This design comes from an exercise in tuning for small area on the open sky130 flow, not from production work. Function was checked by simulation only, so behaviour that the tests miss may differ from the original.

job 7357:
// shufflish_core
module shufflish_core (
    input  wire        clk,
    input  wire        rst_n,
    input  wire        req_valid,
    output wire        req_ready,
    input  wire        req_write,
    input  wire [7:0]  req_addr,
    input  wire [63:0] req_wdata,
    output wire        rsp_valid,
    output wire        rsp_err,
    output wire [63:0] rsp_rdata
);
export LEC_CHECK = 0
export ABC_AREA = 1
export CAP_MARGIN = 20
export CORE_MARGIN = 2
export CORE_UTILIZATION = 40
export CTS_CLUSTER_DIAMETER = 100
export CTS_CLUSTER_SIZE = 25
export SLEW_MARGIN = 20
create_clock -name core_clock -period 12.0 [get_ports {clk}]
standard.sh (not shown) runs the stock make flow with config.mk's settings and CLKGATE_MAP_FILE= SYNTH_SCRIPT=/design/flow/synth_recipe.tcl, a recipe that flattens the netlist after the stock synthesis.
==> flow/flow/run.sh <==
#!/bin/bash
# Layout flow: the standard flow, except that the port buffers are the
# smallest buffer cell (sky130_fd_sc_hd__buf_1) rather than the one
# buffer_ports picks by default. Each step's full output goes to its own log.
set -euo pipefail
bash standard.sh synth > synth.log 2>&1
bash standard.sh finish 'BUFFER_PORTS_ARGS=-buffer_cell sky130_fd_sc_hd__buf_1' > layout.log 2>&1
[inputs] job 7940 vs job 7357
diff --git a/flow/design.v b/flow/design.v
--- a/flow/design.v
+++ b/flow/design.v
@@ -25,23 +25,22 @@
     localparam [1:0] Z_0 = 2'd0, Z_A = 2'd1, Z_PRE = 2'd2, Z_POST = 2'd3;
     localparam [1:0] Y_0 = 2'd0, Y_C = 2'd1, Y_NC = 2'd2;
     reg  [PB-1:0] ph;
     wire          phf = (ph == {PB{1'b0}});    
     wire          phl = (ph == PLAST);         
     wire          php = (ph == PPEN);          
     reg           clr;        
     reg           cfg_z;      
     reg           res_zero;   
     reg [63:0] opa, opb, opc, opd, res, cdom, cpri, cpre, cpost;
     reg [63:0] ra, rb, rc, rd, ru;
-    reg [63:0] x;
     reg [3:0]  st;
     reg [5:0]  cw;
     reg        rsv;
     reg [2:0]  ecode;
     reg [3:0]  err, last_op;
     reg        overrun, cfg_valid;
     reg [1:0]  cfg_mode;
     reg        fst;           
     reg        fmz;           
     reg        lastp;         
     reg [1:0]  gop;
@@ -105,25 +104,29 @@
             4'd6:    rdd = opd[W-1:0];
             4'd7:    rdd = (res_z | res_zero) ? {W{1'b0}} : res[W-1:0];
             4'd8:    rdd = cfg_z ? {W{1'b0}} : cdom[W-1:0];
             4'd9:    rdd = cfg_z ? {W{1'b0}} : cpri[W-1:0];
             4'd10:   rdd = cfg_z ? {W{1'b0}} : cpre[W-1:0];
             4'd11:   rdd = cfg_z ? {W{1'b0}} : cpost[W-1:0];
             4'd12:   rdd = phf ? {2'b00, cfg_mode} : 4'h0;
             default: rdd = {W{1'b0}};    
         endcase
     end
     wire [W-1:0] xh = (bus_act & ~bus_wr) ? rdd : {W{1'b0}};
-    assign rsp_rdata = {xh, x[63:W]};
-    always @(posedge clk)
-        x <= {xh, x[63:W]} | (acc ? req_wdata : 64'd0);
+    reg  [63-W:0] xr;      
+    reg  [W-1:0]  xl;      
+    assign rsp_rdata = {xh, xr};
+    always @(posedge clk) begin
+        xr <= {xh, xr[63-W:W]} | (acc ? req_wdata[63:W] : {(64-W){1'b0}});
+        xl <= xr[W-1:0] | (acc ? req_wdata[W-1:0] : {W{1'b0}});
+    end
     wire [W-1:0] ut = ru[W-1:0];
     wire [W-1:0] vt = res[W-1:0];
     wire [W-1:0] at = ra[W-1:0];
     wire [W-1:0] bt = rb[W-1:0];
     wire [W-1:0] ct = rc[W-1:0];
     wire [W-1:0] dt = rd[W-1:0];
     wire [W-1:0] ush = {phl ? 1'b0 : ru[W],  ut[W-1:1]};    
     wire [W-1:0] vsh = {phl ? 1'b0 : res[W], vt[W-1:1]};    
     wire [W-1:0] ash = {phl ? 1'b0 : ra[W],  at[W-1:1]};    
     reg  [1:0] xsel, zsel, ysel;
     reg        xinv;
@@ -258,26 +261,26 @@
     wire       u1_f  = ~((phf ? 1'b0 : fun1) | (phf ? (uh != {{(W-1){1'b0}}, 1'b1}) : (|uh)));
     wire       c63_f = vh[W-1];
     wire [W-1:0] mks   = (st == S_REM) ? ah : bh;
     wire       mk_nz = (phf ? 1'b0 : fmz) | (phl ? (|mks[W-2:0]) : (|mks));
     wire       mk_end = ~mk_nz & mks[W-1];
     wire       u0    = ru[W];     
     wire       v0    = res[W];
     wire       con_ok  = con & ~rsv & (ecode == 3'd0);
     wire       inst    = (st == S_FIN) & con_ok;
     wire       fin_val = (st == S_FIN) & (ecode == 3'd0) & ~con;
     wire       wr_pass = bus_act & bus_wr;
-    wire [W-1:0] opa_h   = clr ? {W{1'b0}} : (wr_pass && bus_idx == 4'd3) ? x[W-1:0] : opa[W-1:0];
-    wire [W-1:0] opb_h   = clr ? {W{1'b0}} : (wr_pass && bus_idx == 4'd4) ? x[W-1:0] : opb[W-1:0];
-    wire [W-1:0] opc_h   = clr ? {W{1'b0}} : (wr_pass && bus_idx == 4'd5) ? x[W-1:0] : opc[W-1:0];
-    wire [W-1:0] opd_h   = clr ? {W{1'b0}} : (wr_pass && bus_idx == 4'd6) ? x[W-1:0] : opd[W-1:0];
+    wire [W-1:0] opa_h   = clr ? {W{1'b0}} : (wr_pass && bus_idx == 4'd3) ? xl : opa[W-1:0];
+    wire [W-1:0] opb_h   = clr ? {W{1'b0}} : (wr_pass && bus_idx == 4'd4) ? xl : opb[W-1:0];
+    wire [W-1:0] opc_h   = clr ? {W{1'b0}} : (wr_pass && bus_idx == 4'd5) ? xl : opc[W-1:0];
+    wire [W-1:0] opd_h   = clr ? {W{1'b0}} : (wr_pass && bus_idx == 4'd6) ? xl : opd[W-1:0];
     wire [W-1:0] res_h   = (st == S_FIN) ? (fin_val ? alu : {W{1'b0}}) :
                            res_z ? vh : res[W-1:0];
     wire [W-1:0] cdom_h  = inst ? ct : cdom[W-1:0];
     wire [W-1:0] cpri_h  = inst ? bt : cpri[W-1:0];
     wire [W-1:0] cpre_h  = inst ? at : cpre[W-1:0];
     wire [W-1:0] cpost_h = inst ? dt : cpost[W-1:0];
     always @(posedge clk) begin
         opa   <= {opa_h,   opa[63:W]};
         opb   <= {opb_h,   opb[63:W]};
         opc   <= {opc_h,   opc[63:W]};
         opd   <= {opd_h,   opd[63:W]};
--- outcome ---
On number of tapcells: between job 7940 and job 7357, it ends up lower for job 7940.
Job 7940 vs. job 7357: non-clock buffer area fraction after layout neither gained nor lost much; first-iteration detailed-routing DRC count shows a reduction of 8.5%; clock skew fell by 11 ps; number of nets with antenna violations after routing has remained practically unchanged.
Taking job 7357 as the reference, in job 7940 sequential share of layout area now sits higher, count of cell types in the netlist shrank by 3.5%, area overhead of the layout relative to synthesis climbed 1.8 points.
Placer congestion estimate: job 7357 vs job 7940 — no meaningful difference
Job 7940 ends up with lower synthesized cell count than job 7357 does.

## afterwards: timing with drivers on the ports
In the flow no input, the clock included, has a driving cell. The finished layouts below were timed again as built, in two steps. Step 1 (the two cells are an assumption about what drives the block):
set clk [get_ports {clk}]
set_driving_cell -lib_cell sky130_fd_sc_hd__clkbuf_16 $clk
set_driving_cell -lib_cell sky130_fd_sc_hd__buf_2 [delete_from_list [all_inputs] $clk]
Step 2 also shifts input and output timing later by t, the mid clock arrival at the registers, as if the neighbouring blocks saw the same clock. Slacks: ideal ports / drivers / drivers and shift; pairs: ideal ports / drivers.
run	shift t [ns]	setup WS [ns]	worst register clock-pin slew, ns
job 7357	0.665	6.497 / 6.471 / 6.497	0.11 / 0.11
job 7940	0.663	6.189 / 6.189 / 6.189	0.11 / 0.11
After both steps setup and hold are still met in every run listed.
